Context: an optimization exercise on an open-source flow, tuned for small area, a short achievable clock period and few clock cycles. The choices shown serve that exercise and are no tape-out recipe. Only simulation tests tie the RTL to the original design; equivalence was not proved. Power figures rest on the tool's default switching activity, not on a simulated workload.

## flow/design.v (module list and top-level ports; edited modules follow where they fit)
// module kc_div: 18 lines
// module kc_core: 981 lines
module kc_core (
    input  wire        clk,
    input  wire        rst,
    input  wire        in_valid,
    output wire        in_ready,
    input  wire [1:0]  in_op,
    input  wire        in_wheel,
    input  wire [31:0] in_data,
    output wire [15:0] kp,
    output wire [15:0] ki,
    output wire [15:0] kd,
    output wire [23:0] setpoint_l,
    output wire [23:0] setpoint_r,
    output wire [31:0] speed_inst_l,
    output wire [31:0] speed_inst_r,
    output wire [31:0] speed_avg_l,
    output wire [31:0] speed_avg_r,
    output wire [31:0] integ_l,
    output wire [31:0] integ_r,
    output wire [31:0] prev_err_l,
    output wire [31:0] prev_err_r,
    output wire [15:0] duty_l,
    output wire [15:0] duty_r
);
  // ...
==> flow/flow/run.sh <==
#!/bin/bash
set -euo pipefail
bash standard.sh SETUP_SLACK_MARGIN=7.5 finish > make_finish.log 2>&1
==> flow/standard.sh <==
#!/bin/bash
# synth_recipe.tcl (not shown) runs the flow's synth.tcl, then flattens the netlist and writes it again
# the make line also repeats each setting of config.mk as NAME=value (left out here)
make -C /OpenROAD-flow-scripts/flow DESIGN_CONFIG=/design/flow/config.mk WORK_HOME=/design/flow/orfs CLKGATE_MAP_FILE= SYNTH_SCRIPT=/design/flow/synth_recipe.tcl "${@:-finish}"
==> flow/config.mk <==
export PLATFORM = sky130hd
export DESIGN_NAME = kc_core
export DESIGN_NICKNAME = kc_core
export VERILOG_FILES = /design/flow/design.v
export SDC_FILE = /design/flow/constraint.sdc
export NUM_CORES = 4
export LEC_CHECK = 0
export CAP_MARGIN = 20
export CORE_MARGIN = 2
export CORE_UTILIZATION = 65
export CTS_CLUSTER_DIAMETER = 60
export CTS_CLUSTER_SIZE = 30
export PLACE_DENSITY = 0.85
export SETUP_SLACK_MARGIN = 5
export SLEW_MARGIN = 20
==> flow/constraint.sdc <==
create_clock -name core_clock -period 12.0 [get_ports {clk}]
set_input_delay 2.4000 -clock core_clock [delete_from_list [all_inputs] [get_ports {clk}]]
set_output_delay 2.4000 -clock core_clock [all_outputs]
set_load 0.01 [all_outputs]
==> out/metrics.yaml, run 1 <==
global_route:
  grt_pass1_wl_mm: 298.2
  busiest_layer: "met2"
  grt_pass1_vias: 51830
layout:
  buffers: 636
  multi_input_area_share_pct: 58.60
  num_antenna_cells: 4
  layout.nonclk_buf_share_pct: 8.972
  largest_class: "multi-input combinational cells"
sta:
  setup_slack_ns: 6.981
  finClkSkew_ns: 0.04634
  rsz0062_at_grt: "yes"
  finalHoldViolCount: 0
  tightest_slew_ns: 1.411
  drv_slew: 0
power_and_ir_drop:
  p_seq_share_pct: 29.9
  internal_power_mw: 5.424
  power.leakage_nw: 29.13
  swShare_pct: 41.94
  seq-power_mw: 2.80
detailed_routing:
  viasPerCell: 6.737
  wl_met2_mm: 88.96
  drc: 0
clock_tree:
  root_buffer: "clkbuf_16"
  clock_latency_ns: 0.73
worst_setup_path:
  r2r_start: "avg1[5]$_SDFFE_PP0P_"
  r2r_cells: 20
run_status:
  status: "finished clean"
synthesis:
  synth_top_family_by_area: "adder cells"
  synth_xor_area_share_pct: 5.861
  async_flop_share_pct: 0
floorplanning:
  rows: 109
Testbench counts, summed over its fixed seeds: cycles 32,023.
==> inputs of run 2 (changes only) <==
--- a/flow/design.v
+++ b/flow/design.v
@@ -97,17 +97,22 @@
         .r_in  (rem_q),
         .d     (dt_q),
         .d3    (d3_q),
         .nb    (nb_q),
         .r_out (div_r),
         .q     (div_q)
     );
     wire [31:0] ne_sh = N_EST >> {cnt - 4'd1, 1'b0};       
-    wire [31:0] nl_sh = N_LIM >> (5'd28 - {cnt, 1'b0});    
+    wire [31:0] nl_sh = N_LIM >> {cnt - 4'd1, 1'b0};       
+    wire [3:0]  lp_n  = (kp_q >= 16'd5210) ? 4'd10 : (kp_q >= 16'd1310) ? 4'd11 :
+                        (kp_q >= 16'd330)  ? 4'd12 : (kp_q >= 16'd90)   ? 4'd13 :
+                        (kp_q >= 16'd30)   ? 4'd14 : 4'd15;
+    wire [63:0] nl_r0 = {32'd0, N_LIM} >> {{1'b0, lp_n} + 5'd1, 1'b0};
+    wire [63:0] nl_b0 = {32'd0, N_LIM} >> {lp_n, 1'b0};
     wire        dt_gt500 = !in_data[31] && (in_data[30:0] > 31'd500);
     wire        dt_big   = in_data[30] | in_data[29];
     wire [28:0] dt_n     = !dt_gt500 ? 29'd2500 : dt_big ? 29'h1fffffff : in_data[28:0];
     wire        le1250   = dt_gt500 && (in_data[30:0] <= 31'd1666);
     wire        le5000   = !dt_gt500 || (in_data[30:0] <= 31'd6666);
     wire [3:0]  p_n      = le1250 ? 4'd9 : le5000 ? 4'd8 : 4'd7;
     wire [31:0] r0_n     = le1250 ? 32'd312 : le5000 ? 32'd1250 : 32'd5000;
     wire [1:0]  nb0_n    = le1250 ? N_EST[19:18] : le5000 ? N_EST[17:16] : N_EST[15:14];
@@ -913,29 +918,31 @@
                     cnt    <= cnt_n;
                     rho1_q <= k1b[3:0];
                     rho2_q <= k2b[3:0];
                     ki_q   <= ki_nx;
                     kd_q   <= kd_nx;
                     if (cnt == 4'd3) begin
                         dt_q  <= {16'd0, ki_nx};
                         d3_q  <= (ki_nx == 13'd0) ? 31'd0 : 31'h7fffffff;
-                        rem_q <= 29'd0;
-                        nb_q  <= N_LIM[31:30];
-                        cnt   <= 4'd0;
+                        rem_q <= nl_r0[28:0];
+                        nb_q  <= nl_b0[1:0];
+                        cnt   <= lp_n;
+                        first_q <= 1'b1;
                         state <= S_LIM;
                     end
                 end
                 S_LIM: begin
-                    cnt   <= cnt_n;
+                    cnt   <= cnt - 4'd1;
+                    first_q <= 1'b0;
                     d3_q  <= {2'd0, dt_q} + {1'd0, dt_q, 1'b0};
                     rem_q <= div_r;
                     nb_q  <= nl_sh[1:0];
-                    lim_q <= {lim_q[28:0], div_q};
-                    if (cnt == 4'd15) begin
+                    lim_q <= first_q ? {29'd0, div_q} : {lim_q[28:0], div_q};
+                    if (cnt == 4'd0) begin
                         stale <= 1'b0;
                         pw_q  <= 1'b1;
                         state <= S_PREP;
                     end
                 end
                 S_PREP: begin
                     integ1 <= integ_n;
                     perr1  <= e_q;
==> out/metrics.yaml, run 2 <==
worst_setup_path:
  r2r_start: "avg1[18]$_SDFFE_PP0P_"  # was avg1[5]$_SDFFE_PP0P_
  r2r_cells: 18  # was 20
  cp_max_fo: 8  # was 11
  cp-end-kind: "register"  # unchanged
  critPathSlowestCell: "dfxtp_1"  # was a311o_2
  critical_path.reg2reg.endpoint: "sk7_q[8]$_DFFE_PP_"  # was sk7_q[2]$_DFFE_PP_
  required_ns: 12.35  # was 12.52 ns
  crit_chain: "ha_2 -> o21ai_0 -> and2_1 -> or3_4 -> nand2_4 -> inv_1 -> ha_2 -> nand3_2 -> a41o_1 -> a211oi_2 -> a211o_1 -> and2_4 -> a21o_1 -> inv_1 -> ha_1 -> ha_1 -> xnor2_1 -> a21oi_1"  # was ha_1 -> o21a_1 -> o2111a_1 -> o2111a_1 -> or2_2 -> a311o_2 -> inv_1 -> ha_4 -> a41o_1 -> and2_4 -> nor3_2 -> o31ai_4 -> inv_2 -> ha_4 -> and2_4 -> or4_4 -> o221ai_2 -> a22o_1 -> mux2i_1 -> a22oi_1
  max_stage_delay_ns: 0.58  # was 0.49 ns
  r2r_slack_ns: 7.35  # was 6.98 ns
  critical_path_class: "register to register"  # unchanged
  crit_arrival_ns: 4.99  # was 5.54 ns
  start_kind: "register"  # unchanged
  cp_num_buf_inv: 2  # unchanged
  path_delay_family: "compound AO/OA/AOI/OAI gates"  # unchanged
synthesis:
  synthFlopType: "dfxtp_1"  # unchanged
  async_flop_share_pct: 0  # unchanged
  ys_seq_elements: 679  # unchanged
  synthDominantCellAreaShare_pct: 14.53  # was 14.75%
  ys_types: 101  # was 95
  synth_area_leaders: "dfxtp_1, edfxtp_1, ha_1, fa_1, a21oi_1"  # was dfxtp_1, edfxtp_1, ha_1, fa_1, inv_1
  netlist_instances: 6748  # was 6644
  synth-seq-area-share_pct: 27.47  # was 27.89%
  yosys_warnings: 1  # unchanged
  yosys.area.top_type: "dfxtp_1"  # unchanged
  netlist_top_cells_count: "inv_1, nand2_1, a21oi_1, ha_1, nor2_1"  # was inv_1, nand2_1, ha_1, a21oi_1, nor2_1
  synth-edff-count: 253  # unchanged
  syn_avg_cell_area_um2: 8.699  # was 8.702 um2
  yosysMostFrequentCell: "inv_1"  # unchanged
  synth_area_um2: 58700  # was 57810 um2
detailed_routing:
  first_iter_violations: 7332  # was 7543
  viasPerCell: 6.679  # was 6.737
  drc: 0  # unchanged
  vias: 55890  # was 55490
  wire_per_inst_um: 24.68  # was 25.55 um
  routed_wl_mm: 206.5  # was 210.5 mm
  antenna_left: 0  # unchanged
  firstDrtPassIters: 9  # unchanged
global_route:
  grt_pass1_vias: 52720  # was 51830
  antenna_found_initial: 7  # was 12
  grt.overflow.total: 0  # unchanged
  grt_util_all_layers_pct: 41.65  # was 42.04%
  grt_pass1_wl_mm: 303.6  # was 298.2 mm
  grt_max_degree: 90  # was 89
clock_tree:
  clock_latency_ns: 0.70  # was 0.73 ns
  root_buffer: "clkbuf_16"  # unchanged
  cts_buffers: 70  # was 60
  cts_tree: "built"  # unchanged
  cts_buffer_depth: 3  # unchanged
  htree_levels: 3  # was 2
  cts.sinks: 679  # unchanged
  path_clk_slew_ns: 0.10  # about the same
layout:
  most-common-layout-cells: "inv_1, nand2_1, a21oi_1"  # was nand2_1, inv_1, ha_1
  reg_top3: "i_q (32), integ0 (32), integ1 (32)"  # unchanged
  final_common_cell: "inv_1"  # was nand2_1
  post-route-util_pct: 78.22  # was 78.82%
  final_nets: 7950  # was 7835
  layout.cells.non_filler: 8367  # was 8237
  syn2layout_area_growth_pct: 19.57  # was 20.30%
  drive_above_1_share_pct: 14.25  # was 15.52%
hold_path:
  worstHoldEndpoint: "inst0[11]$_SDFFE_PP0P_"  # was inst0[19]$_SDFFE_PP0P_
  hp-class: "register to register"  # unchanged
  hp-start: "inst0[9]$_SDFFE_PP0P_"  # was inst0[19]$_SDFFE_PP0P_
  hold_path_depth: 2  # unchanged
sta:
  fin_setup_tns_ns: 0  # unchanged
  finClkSkew_ns: 0.05058  # was 0.04634 ns
  layout_min_cycle_time_ns: 4.648  # was 5.019 ns
  whs_ns: 0.4587  # was 0.4687 ns
  finalCritPeriodShare_pct: 38.73  # was 41.83%
  rsz0062_at_grt: "yes"  # unchanged
  setup_slack_ns: 7.352  # was 6.981 ns
  drv_slew: 0  # unchanged
  clock.fmax_ghz: 0.2152  # was 0.1992 GHz
  finalHoldViolCount: 0  # unchanged
  setup-violations-final: 0  # unchanged
  tightest_slew_ns: 1.173  # was 1.411 ns
  relSlewSlack_pct: 19.80  # was 5.785%
floorplanning:
  dieWidth_um: 304.5  # was 302.2 um
  start_util_pct: 65.42  # was 65.52%
  dieArea_um2: 92730  # was 91350 um2
  core_um2: 89740  # was 88240 um2
  ios: 423  # unchanged
  fp.dieH_um: 304.5  # was 302.2 um
  rows: 110  # was 109
placed_design:
  port_buffers: 361  # unchanged
  hpwl_mm: 142.1  # was 140.4 mm
  place_ws_ns: 5.790  # was 6.099 ns
  gp_congestion: 1.021  # was 1.037
  dp.cells: 8016  # was 7898
run_status:
  status: "finished clean"  # unchanged
power_and_ir_drop:
  powerDensity_nw_per_um2: 135.2  # was 134.3 nW/um2
  peakVddDrop_mv: 0.1277  # was 0.1334 mV
  power.leakage_nw: 29.28  # was 29.13 nW
flow_run:
  maxCapViolCount: 0  # unchanged
==> run 2: worst max-delay path by stage <==
stage | startpoint | to | depth (start not counted)
after CTS | w$_SDFFE_PP0P_ | cy_q$_SDFFCE_PN0P_ | 15
after global placement | cnt[0]$_SDFFE_PP0P_ | qap_q[3]$_DFFE_PP_ | 20
final | avg1[18]$_SDFFE_PP0P_ | sk7_q[8]$_DFFE_PP_ | 18
after floorplan | rst | d3_q[0]$_DFFE_PP_ | 5
after global routing | avg1[18]$_SDFFE_PP0P_ | sk7_q[8]$_DFFE_PP_ | 18
after detailed placement | cnt[0]$_SDFFE_PP0P_ | qap_q[5]$_DFFE_PP_ | 22
==> run 2: cell families (layout without fill, tap and decap cells) <==
logic type / after synthesis / in the layout / share of synthesized area [%]
AO/OA/AOI/OAI: 1838 / 1838 / 20.73
XOR/XNOR: 381 / 381 / 5.684
buffers and inverters: 1064 / 1442 / 7.319
adder cells (fa/ha/maj): 783 / 783 / 20.13
flip-flops: 679 / 679 / 27.47
AND/OR/NAND/NOR: 1759 / 1760 / 14.01
other: 1 / 65 / 0.006388
multiplexers: 243 / 243 / 4.653
==> run 2: metal layers <==
| metal | track usage [%] | wire length [um] |
|---|---|---|
| met5 | 0 | 72 |
| met4 | 20.15 | 11460 |
| met1 | 54.10 | 76470 |
| met2 | 62.56 | 88630 |
| met3 | 13.75 | 29880 |
==> run 2: cell type report <==
type | instances | area [um2]
clock inverter | 57 | 753.2
inverter | 668 | 2542
antenna | 4 | 10.01
timing repair buffer | 644 | 6197
multi-input combinational | 5066 | 41130
fill | 5911 | 19540
clock buffer | 73 | 1827
sequential | 679 | 16270
tap | 1176 | 1471
==> run 2: timing repair <==
| action | CTS | global route |
|---|---|---|
| endpoints found under the setup margin | 331 | 231 |
| gates cloned | 7 | 2 |
| hold buffers | 0 | 0 |
| setup buffers | 111 | 96 |
| pin swaps | 74 | 134 |
| gates resized for setup | 300 | 301 |
==> run 2: power by group <==
part	internal [mW]	total (mW)	switching, mW
Sequential	2.58	2.79	0.211
Combinational	1.74	4.22	2.49
Clock	1.28	2.48	1.20
==> run 2: worst min-delay path, cell delays in order (launching register included) <==
cell and delay (ns):
dfxtp_1 0.33, nand3_1 0.07, a21oi_1 0.06
==> run 2: per-stage QoR <==
step / power [mW] / cell area (um2)
2_1_floorplan: 5.454 / 59360
3_3_place_gp: 6.293 / 63130
3_5_place_dp: 6.402 / 63130
4_1_cts: 9.102 / 68100
5_1_grt: 9.922 / 70180
6_report: 9.490 / 70190
Testbench counts of run 2, summed over its fixed seeds: cycles 31,593.
==> inputs of run 3 (changes only) <==
==> flow/flow/run.sh (replaced) <==
#!/bin/bash
set -euo pipefail
bash standard.sh SETUP_SLACK_MARGIN=7 finish > make_finish.log 2>&1
==> out/metrics.yaml, run 3 <==
clock_tree:
  cts_hold_buf: 0  # unchanged
  cts_tree: "built"  # unchanged
  cts_buffer_depth: 3  # unchanged
  cts.sinks: 679  # unchanged
  path_clk_slew_ns: 0.08  # was 0.10 ns
  htree_levels: 3  # unchanged
  clock_latency_ns: 0.71  # was 0.70 ns
  cts_buffers: 73  # was 70
  root_buffer: "clkbuf_16"  # unchanged
layout:
  n_fill_cell: 6359  # was 5911
  final_nets: 7805  # was 7950
  syn2layout_area_growth_pct: 14.68  # was 19.57%
  drive_above_1_share_pct: 9.198  # was 14.25%
  final_common_cell: "inv_1"  # unchanged
  reg_top3: "i_q (32), integ0 (32), integ1 (32)"  # unchanged
  layout.cells.non_filler: 8222  # was 8367
  most-common-layout-cells: "inv_1, nand2_1, a21oi_1"  # unchanged
global_route:
  grt.overflow.total: 0  # unchanged
  grt_max_degree: 192  # was 90
  grt_pass1_wl_mm: 294.4  # was 303.6 mm
  antenna_found_initial: 5  # was 7
  grt_util_all_layers_pct: 40.33  # was 41.65%
  grt_pass1_vias: 51710  # was 52720
synthesis:
  yosysMostFrequentCell: "inv_1"  # unchanged
  synthDominantCellAreaShare_pct: 14.53  # unchanged
  synth-edff-count: 253  # unchanged
  syn_avg_cell_area_um2: 8.699  # unchanged
  synthFlopType: "dfxtp_1"  # unchanged
  yosys_warnings: 1  # unchanged
  ys_types: 101  # unchanged
  synth-seq-area-share_pct: 27.47  # unchanged
  netlist_instances: 6748  # unchanged
  synth_area_um2: 58700  # unchanged
  async_flop_share_pct: 0  # unchanged
  netlist_top_cells_count: "inv_1, nand2_1, a21oi_1, ha_1, nor2_1"  # unchanged
  ys_seq_elements: 679  # unchanged
  yosys.area.top_type: "dfxtp_1"  # unchanged
  synth_area_leaders: "dfxtp_1, edfxtp_1, ha_1, fa_1, a21oi_1"  # unchanged
detailed_routing:
  routed_wl_mm: 194.3  # was 206.5 mm
  antenna_left: 0  # unchanged
  wire_per_inst_um: 23.64  # was 24.68 um
  firstDrtPassIters: 8  # was 9
  drc: 0  # unchanged
  viasPerCell: 6.560  # was 6.679
  first_iter_violations: 6285  # was 7332
  vias: 53930  # was 55890
placed_design:
  port_buffers: 361  # unchanged
  dp.cells: 8021  # was 8016
  gp_congestion: 0.9996  # was 1.021
  hpwl_mm: 141.7  # was 142.1 mm
worst_setup_path:
  crit_arrival_ns: 5.37  # was 4.99 ns
  start_kind: "register"  # unchanged
  cp_num_buf_inv: 3  # was 2
  path_delay_family: "compound AO/OA/AOI/OAI gates"  # unchanged
  critical_path_class: "register to register"  # unchanged
  max_stage_delay_ns: 0.47  # was 0.58 ns
  critPathSlowestCell: "edfxtp_1"  # was dfxtp_1
  crit_chain: "ha_1 -> nor2b_1 -> o2111ai_2 -> a31oi_4 -> a31oi_2 -> o211ai_1 -> a311o_1 -> nand4_1 -> a21oi_2 -> buf_12 -> nand2_1 -> a21oi_4 -> ha_4 -> nor3_4 -> buf_4 -> buf_4 -> o21ai_0 -> o221ai_1"  # was ha_2 -> o21ai_0 -> and2_1 -> or3_4 -> nand2_4 -> inv_1 -> ha_2 -> nand3_2 -> a41o_1 -> a211oi_2 -> a211o_1 -> and2_4 -> a21o_1 -> inv_1 -> ha_1 -> ha_1 -> xnor2_1 -> a21oi_1
  cp-end-kind: "register"  # unchanged
  path_common_cell: "buf_4"
  cp_max_fo: 35  # was 8
  required_ns: 12.42  # was 12.35 ns
sta:
  drv_slew: 0  # unchanged
  finalHoldViolCount: 0  # unchanged
  finClkSkew_ns: 0.05768  # was 0.05058 ns
  tightest_slew_ns: 1.207  # was 1.173 ns
  rsz0062_at_grt: "yes"  # unchanged
  setup-violations-final: 0  # unchanged
  relSlewSlack_pct: 19.42  # was 19.80%
  fin_setup_tns_ns: 0  # unchanged
  finalCritPeriodShare_pct: 41.26  # was 38.73%
  clock.fmax_ghz: 0.2020  # was 0.2152 GHz
  layout_min_cycle_time_ns: 4.951  # was 4.648 ns
power_and_ir_drop:
  power.leakage_nw: 28.32  # was 29.28 nW
  p_sw_mw: 3.785  # was 3.893 mW
  p_clk_share_pct: 27.7  # was 26.1%
  internal_power_mw: 5.404  # was 5.597 mW
  power.share.combinational_pct: 42.0  # was 44.5%
  p_seq_share_pct: 30.3  # was 29.4%
  swShare_pct: 41.19  # was 41.02%
  powerDensity_nw_per_um2: 136.5  # was 135.2 nW/um2
  peakVddDrop_mv: 0.1468  # was 0.1277 mV
floorplanning:
  rows: 110  # unchanged
  ios: 423  # unchanged
  core_um2: 89740  # unchanged
  dieWidth_um: 304.5  # unchanged
  start_util_pct: 65.42  # unchanged
  fp.dieH_um: 304.5  # unchanged
  dieArea_um2: 92730  # unchanged
flow_run:
  maxCapViolCount: 0  # unchanged
hold_path:
  hp-class: "register to register"  # unchanged
run_status:
  status: "finished clean"  # unchanged
==> run 3: cell counts after synthesis <==
Identical to the previous run, type by type.
==> run 3: timing repair <==
item	CTS	global route
gates resized for setup	94	134
gates cloned	1	3
setup endpoints to repair	193	158
buffers inserted	24	35
pin swaps	13	29
==> run 3: layout make-up <==
| cell class | instances | area [um2] | share of cell area (%) |
|---|---|---|---|
| Timing Repair Buffer | 497 | 4870 | 7.233 |
| Multi-Input combinational cell | 5065 | 39550 | 58.75 |
| Inverter | 668 | 2521 | 3.745 |
| Clock inverter | 54 | 792.0 | 1.176 |
| Tap cell | 1176 | 1471 | 2.186 |
| Sequential cell | 679 | 16180 | 24.04 |
| Clock buffer | 82 | 1933 | 2.871 |
| Antenna cell | 1 | 2.502 | 0.003717 |
==> run 3: path summary, 6_finish.rpt <==
kind / start / endpoint / slack, ns / depth (start not counted)
worst max-delay path: nb_q[1]$_DFFE_PP_ / qap_q[5]$_DFFE_PP_ / 7.05 / 18
worst min-delay path: duty0[7]$_SDFFE_PP0P_ / duty0[7]$_SDFFE_PP0P_ / 0.46 / 2
worst max register to register: nb_q[1]$_DFFE_PP_ / qap_q[5]$_DFFE_PP_ / 7.05 / 18
worst min register to register: duty0[7]$_SDFFE_PP0P_ / duty0[7]$_SDFFE_PP0P_ / 0.46 / 2
==> run 3: per-layer routing <==
layer  GRT usage [%]  vias up  part of all wire, %
met1           52.48    25750                   38
li1                -    24150                    -
met4           20.23        6                  5.6
met5               0        -                0.022
met2           59.90     3380                   43
met3           13.60      651                   14
==> run 3: cells by family after synthesis <==
family | synth area share [%]
buffers and inverters | 7.319
AO/OA/AOI/OAI | 20.73
flip-flops | 27.47
multiplexers | 4.653
AND/OR/NAND/NOR | 14.01
XOR/XNOR | 5.684
other | 0.006388
adder cells (fa/ha/maj) | 20.13
==> run 3: per-stage QoR <==
step	power [mW]	cell area [um2]	hold WS (ns)	util [%]	worst slack (ns)
final	9.188	67320	0.4575	75.02	7.049
after detailed placement	6.387	63010	0.4490	70.22	4.886
after global placement	6.261	63010	0.4395	70.22	4.984
after CTS	9.001	66340	0.4600	73.93	6.907
after global routing	9.655	67320	0.4763	75.02	6.907
after floorplan	5.420	59080	0.4761	-	7.003
==> run 3: tightest hold or removal path, cell delays in order, from the launching register on <==
cell,delay [ns]
dfxtp_1,0.31
nand2_1,0.05
a21oi_1,0.05
==> run 3: power groups by stage <==
stage | clock network, mW | registers (mW) | logic [mW]
after floorplan | 0 | 2.73 | 2.69
after global placement | 0 | 2.82 | 3.44
after detailed placement | 0 | 2.82 | 3.57
after CTS | 2.56 | 2.77 | 3.68
after global routing | 2.64 | 2.79 | 4.23
final | 2.55 | 2.78 | 3.86
==> inputs of run 4 (changes only) <==
==> flow/flow/run.sh (replaced) <==
#!/bin/bash
set -euo pipefail
bash standard.sh SETUP_SLACK_MARGIN=7.5 "BUFFER_PORTS_ARGS=-buffer_cell sky130_fd_sc_hd__buf_1" finish > make_finish.log 2>&1
==> out/metrics.yaml, run 4 <==
synthesis:
  synth-edff-count: 253  # unchanged
  async_flop_share_pct: 0  # unchanged
  synth_area_um2: 58700  # unchanged
  yosysMostFrequentCell: "inv_1"  # unchanged
  synthSimpleGateAreaFrac_pct: 14.01  # unchanged
  synth_mux_area_share_pct: 4.653  # unchanged
  synthDominantCellAreaShare_pct: 14.53  # unchanged
  synth_top_family_by_area: "compound AO/OA/AOI/OAI gates"  # unchanged
  synthFlopType: "dfxtp_1"  # unchanged
  yosys_warnings: 1  # unchanged
  synthAdderAreaFrac_pct: 20.13  # unchanged
  syn_avg_cell_area_um2: 8.699  # unchanged
  ys_types: 101  # unchanged
  synth_xor_area_share_pct: 5.684  # unchanged
  netlist_instances: 6748  # unchanged
  yosys.area.top_type: "dfxtp_1"  # unchanged
  synth-seq-area-share_pct: 27.47  # unchanged
  synth_area_leaders: "dfxtp_1, edfxtp_1, ha_1, fa_1, a21oi_1"  # unchanged
  netlist_top_cells_count: "inv_1, nand2_1, a21oi_1, ha_1, nor2_1"  # unchanged
  synth_compound_area_share_pct: 20.73  # unchanged
  ys_seq_elements: 679  # unchanged
flow_run:
  maxCapViolCount: 0  # unchanged
sta:
  relSlewSlack_pct: 12.93  # was 19.42%
  tightest_slew_ns: 1.273  # was 1.207 ns
  clock.fmax_ghz: 0.1998  # was 0.2020 GHz
  rsz0062_at_grt: "yes"  # unchanged
  finClkSkew_ns: 0.07756  # was 0.05768 ns
  fin_setup_tns_ns: 0  # unchanged
  layout_min_cycle_time_ns: 5.005  # was 4.951 ns
  drv_slew: 0  # unchanged
  finalCritPeriodShare_pct: 41.70  # was 41.26%
  finalHoldViolCount: 0  # unchanged
  whs_ns: 0.4584  # was 0.4575 ns
  setup-violations-final: 0  # unchanged
worst_setup_path:
  r2r_cells: 18  # unchanged
  startpoint: "avg0[13]$_SDFFE_PP0P_"  # was nb_q[1]$_DFFE_PP_
  critical_path.reg2reg.endpoint: "sk7_q[8]$_DFFE_PP_"  # was qap_q[5]$_DFFE_PP_
  cp_num_buf_inv: 2  # was 3
  max_stage_delay_ns: 0.54  # was 0.47 ns
  critPathSlowestCell: "dfxtp_1"  # was edfxtp_1
  path_delay_family: "compound AO/OA/AOI/OAI gates"  # unchanged
  cp.depth: 18  # unchanged
  r2r_slack_ns: 7.00  # was 7.05 ns
  r2r_start: "avg0[13]$_SDFFE_PP0P_"  # was nb_q[1]$_DFFE_PP_
  cp-end-kind: "register"  # unchanged
  start_kind: "register"  # unchanged
  crit_arrival_ns: 5.43  # was 5.37 ns
  required_ns: 12.43  # was 12.42 ns
  critical_path_class: "register to register"  # unchanged
  cp_max_fo: 5  # was 35
  crit_end: "sk7_q[8]$_DFFE_PP_"  # was qap_q[5]$_DFFE_PP_
  crit_chain: "ha_1 -> and3_1 -> and2_1 -> a32oi_2 -> a41oi_2 -> xnor2_2 -> buf_4 -> ha_4 -> a222oi_1 -> buf_4 -> or3_1 -> o2111ai_2 -> a22oi_2 -> ha_2 -> ha_1 -> xor2_1 -> nor2_1 -> a21oi_1"  # was ha_1 -> nor2b_1 -> o2111ai_2 -> a31oi_4 -> a31oi_2 -> o211ai_1 -> a311o_1 -> nand4_1 -> a21oi_2 -> buf_12 -> nand2_1 -> a21oi_4 -> ha_4 -> nor3_4 -> buf_4 -> buf_4 -> o21ai_0 -> o221ai_1
clock_tree:
  htree_levels: 3  # unchanged
  cts_buffers: 72  # was 73
  cts_hold_buf: 0  # unchanged
  root_buffer: "clkbuf_16"  # unchanged
  cts_buffer_depth: 3  # unchanged
  cts.sinks: 679  # unchanged
  path_clk_slew_ns: 0.09  # was 0.08 ns
  clock_latency_ns: 0.71  # about the same
  cts_tree: "built"  # unchanged
layout:
  multi_input_area_um2: 41430  # was 39550 um2
  drive_above_1_share_pct: 15.12  # was 9.198%
  reg_top3: "i_q (32), integ0 (32), integ1 (32)"  # unchanged
  final_nets: 7991  # was 7805
  most-common-layout-cells: "inv_1, nand2_1, a21oi_1"  # unchanged
  seqCellArea_um2: 16260  # was 16180 um2
  n_fill_cell: 5924  # was 6359
  final_common_cell: "inv_1"  # unchanged
  syn2layout_area_growth_pct: 16.81  # was 14.68%
detailed_routing:
  drc: 0  # unchanged
  antenna_left: 0  # unchanged
  viasPerCell: 6.723  # was 6.560
  vias: 56530  # was 53930
  wire_per_inst_um: 24.88  # was 23.64 um
  routed_wl_mm: 209.3  # was 194.3 mm
  first_iter_violations: 8429  # was 6285
  firstDrtPassIters: 12  # was 8
global_route:
  grt_pass1_vias: 53220  # was 51710
  grt_max_degree: 108  # was 192
  grt_util_all_layers_pct: 41.74  # was 40.33%
  grt.overflow.total: 0  # unchanged
  antenna_found_initial: 3  # was 5
  grt_pass1_wl_mm: 304.5  # was 294.4 mm
hold_path:
  hp-class: "register to register"  # unchanged
power_and_ir_drop:
  power.share.combinational_pct: 44.6  # was 42.0%
  peakVddDrop_mv: 0.1109  # was 0.1468 mV
  p_seq_share_pct: 29.1  # was 30.3%
  power.leakage_nw: 28.67  # was 28.32 nW
  p_sw_mw: 3.981  # was 3.785 mW
  internal_power_mw: 5.598  # was 5.404 mW
  powerDensity_nw_per_um2: 139.7  # was 136.5 nW/um2
  p_clk_share_pct: 26.3  # was 27.7%
  swShare_pct: 41.56  # was 41.19%
placed_design:
  port_buffers: 361  # unchanged
  hpwl_mm: 141.5  # was 141.7 mm
  gp_congestion: 1.012  # was 0.9996
floorplanning:
  ios: 423  # unchanged
  dieWidth_um: 304.5  # unchanged
  core_um2: 89740  # unchanged
  fp.dieH_um: 304.5  # unchanged
  start_util_pct: 65.42  # unchanged
  dieArea_um2: 92730  # unchanged
  rows: 110  # unchanged
run_status:
  status: "finished clean"  # unchanged
## run 4: cell counts after synthesis
No cell type changed its count.
## run 4: per-stage QoR
stage                     total power [mW]  std cells  cell area (um2)  setup slack (ns)  utilization [%]
after CTS                            9.076       8290            66120             7.384            73.69
after global routing                 10.00       8407            68570             6.917            76.41
after detailed placement             6.368       8024            60950             5.763            67.93
after floorplan                      5.454       6808            59360             7.018                -
after global placement               6.253       8023            60930             5.901            67.90
final                                9.579       8409            68570             6.995            76.42
## run 4: final cells by class
cell class | count | share of cell area (%)
clock buffer | 79 | 2.790
inverter | 668 | 3.733
timing repair buffer | 682 | 6.129
sequential | 679 | 23.71
multi-input combinational | 5067 | 60.42
antenna | 3 | 0.01095
clock inverter | 55 | 1.058
tap | 1176 | 2.146
## run 4: worst min-delay path by stage
stage,slack [ns],from,to,depth (start not counted)
2_1_floorplan,0.48,e_q[13]$_DFF_P_,perr1[13]$_SDFFE_PP0N_,2
3_3_place_gp,0.44,inst0[18]$_SDFFE_PP0P_,inst0[18]$_SDFFE_PP0P_,2
3_5_place_dp,0.44,inst0[18]$_SDFFE_PP0P_,inst0[18]$_SDFFE_PP0P_,2
4_1_cts,0.46,duty1[11]$_SDFFE_PP0P_,duty1[11]$_SDFFE_PP0P_,2
5_1_grt,0.47,duty0[12]$_SDFFE_PP0P_,duty0[12]$_SDFFE_PP0P_,2
6_report,0.46,duty1[7]$_SDFFE_PP0P_,duty1[7]$_SDFFE_PP0P_,2
## run 4: kinds of logic after synthesis
| logic type | count (synthesis) |
|---|---|
| DFF | 679 |
| and+or+nand+nor | 1759 |
| other | 1 |
| AOI/OAI and AO/OA | 1838 |
| adders and majority gates | 783 |
| xor gates and xnor gates | 381 |
| muxes | 243 |
| buffers and inverters | 1064 |
## run 4: tightest hold or removal path: stages, from the launching register on
cell and delay, ns:
dfxtp_1 0.31, nand2_1 0.05, a21oi_1 0.05
## run 4: routing by layer
metal / vias up / track usage [%] / part of all wire (%) / wire (um)
met5: - / 0 / 0.0057 / 12
met4: 2 / 22.80 / 6.9 / 14480
met3: 1021 / 11.54 / 14 / 29820
met2: 4220 / 63.34 / 43 / 89610
met1: 26760 / 54.08 / 36 / 75340
li1: 24530 / - / - / -
## run 4: power groups by stage
stage / clock, mW / combinational (mW) / sequential, mW
floorplan: 0 / 2.73 / 2.73
global placement: 0 / 3.43 / 2.82
detailed placement: 0 / 3.54 / 2.82
CTS: 2.50 / 3.81 / 2.77
global route: 2.59 / 4.62 / 2.79
finish: 2.52 / 4.27 / 2.79
## run 4: what timing repair did
item,CTS,global route
pin swaps,93,146
gates resized for setup,309,338
endpoints found under the setup margin,312,275
setup buffers,125,114
cloned,7,1

-- static timing again, ports no longer ideal --
The flow's constraints put no driver on any port. The routed layouts listed below were extracted and timed again, unchanged, in two steps. Step 1 (the two cells are an assumption about what drives the block):
set clk [get_ports {clk}]
set_driving_cell -lib_cell sky130_fd_sc_hd__clkbuf_16 $clk
set_driving_cell -lib_cell sky130_fd_sc_hd__buf_2 [delete_from_list [all_inputs] $clk]
Step 2 adds t to the input delays and takes it off the output delays; t is the mean of the earliest and latest rising clock arrival at the registers after step 1. Input paths then give back, and output paths get back, about the clock's delay inside the block. a / b / c = ideal / step 1 / step 2; a / b = the first two.
run | t, ns | setup slack, ns | latest minus earliest clock arrival (ns) | slew at the worst register clock pin (ns) | pins driven straight from the clock port
run 1 | 0.780 | 6.981 / 6.981 / 6.738 | 0.049 / 0.049 | 0.11 / 0.11 | 1
run 2 | 0.744 | 7.352 / 7.352 / 6.751 | 0.058 / 0.058 | 0.10 / 0.10 | 1
run 3 | 0.762 | 7.049 / 7.049 / 6.400 | 0.060 / 0.060 | 0.09 / 0.09 | 1
run 4 | 0.744 | 6.995 / 6.995 / 6.790 | 0.077 / 0.078 | 0.11 / 0.11 | 1
After both steps every run listed still meets setup and hold. The setup slack of run 3, which loses most, moves by 0.000 ns with the drivers and by -0.649 ns with both steps.
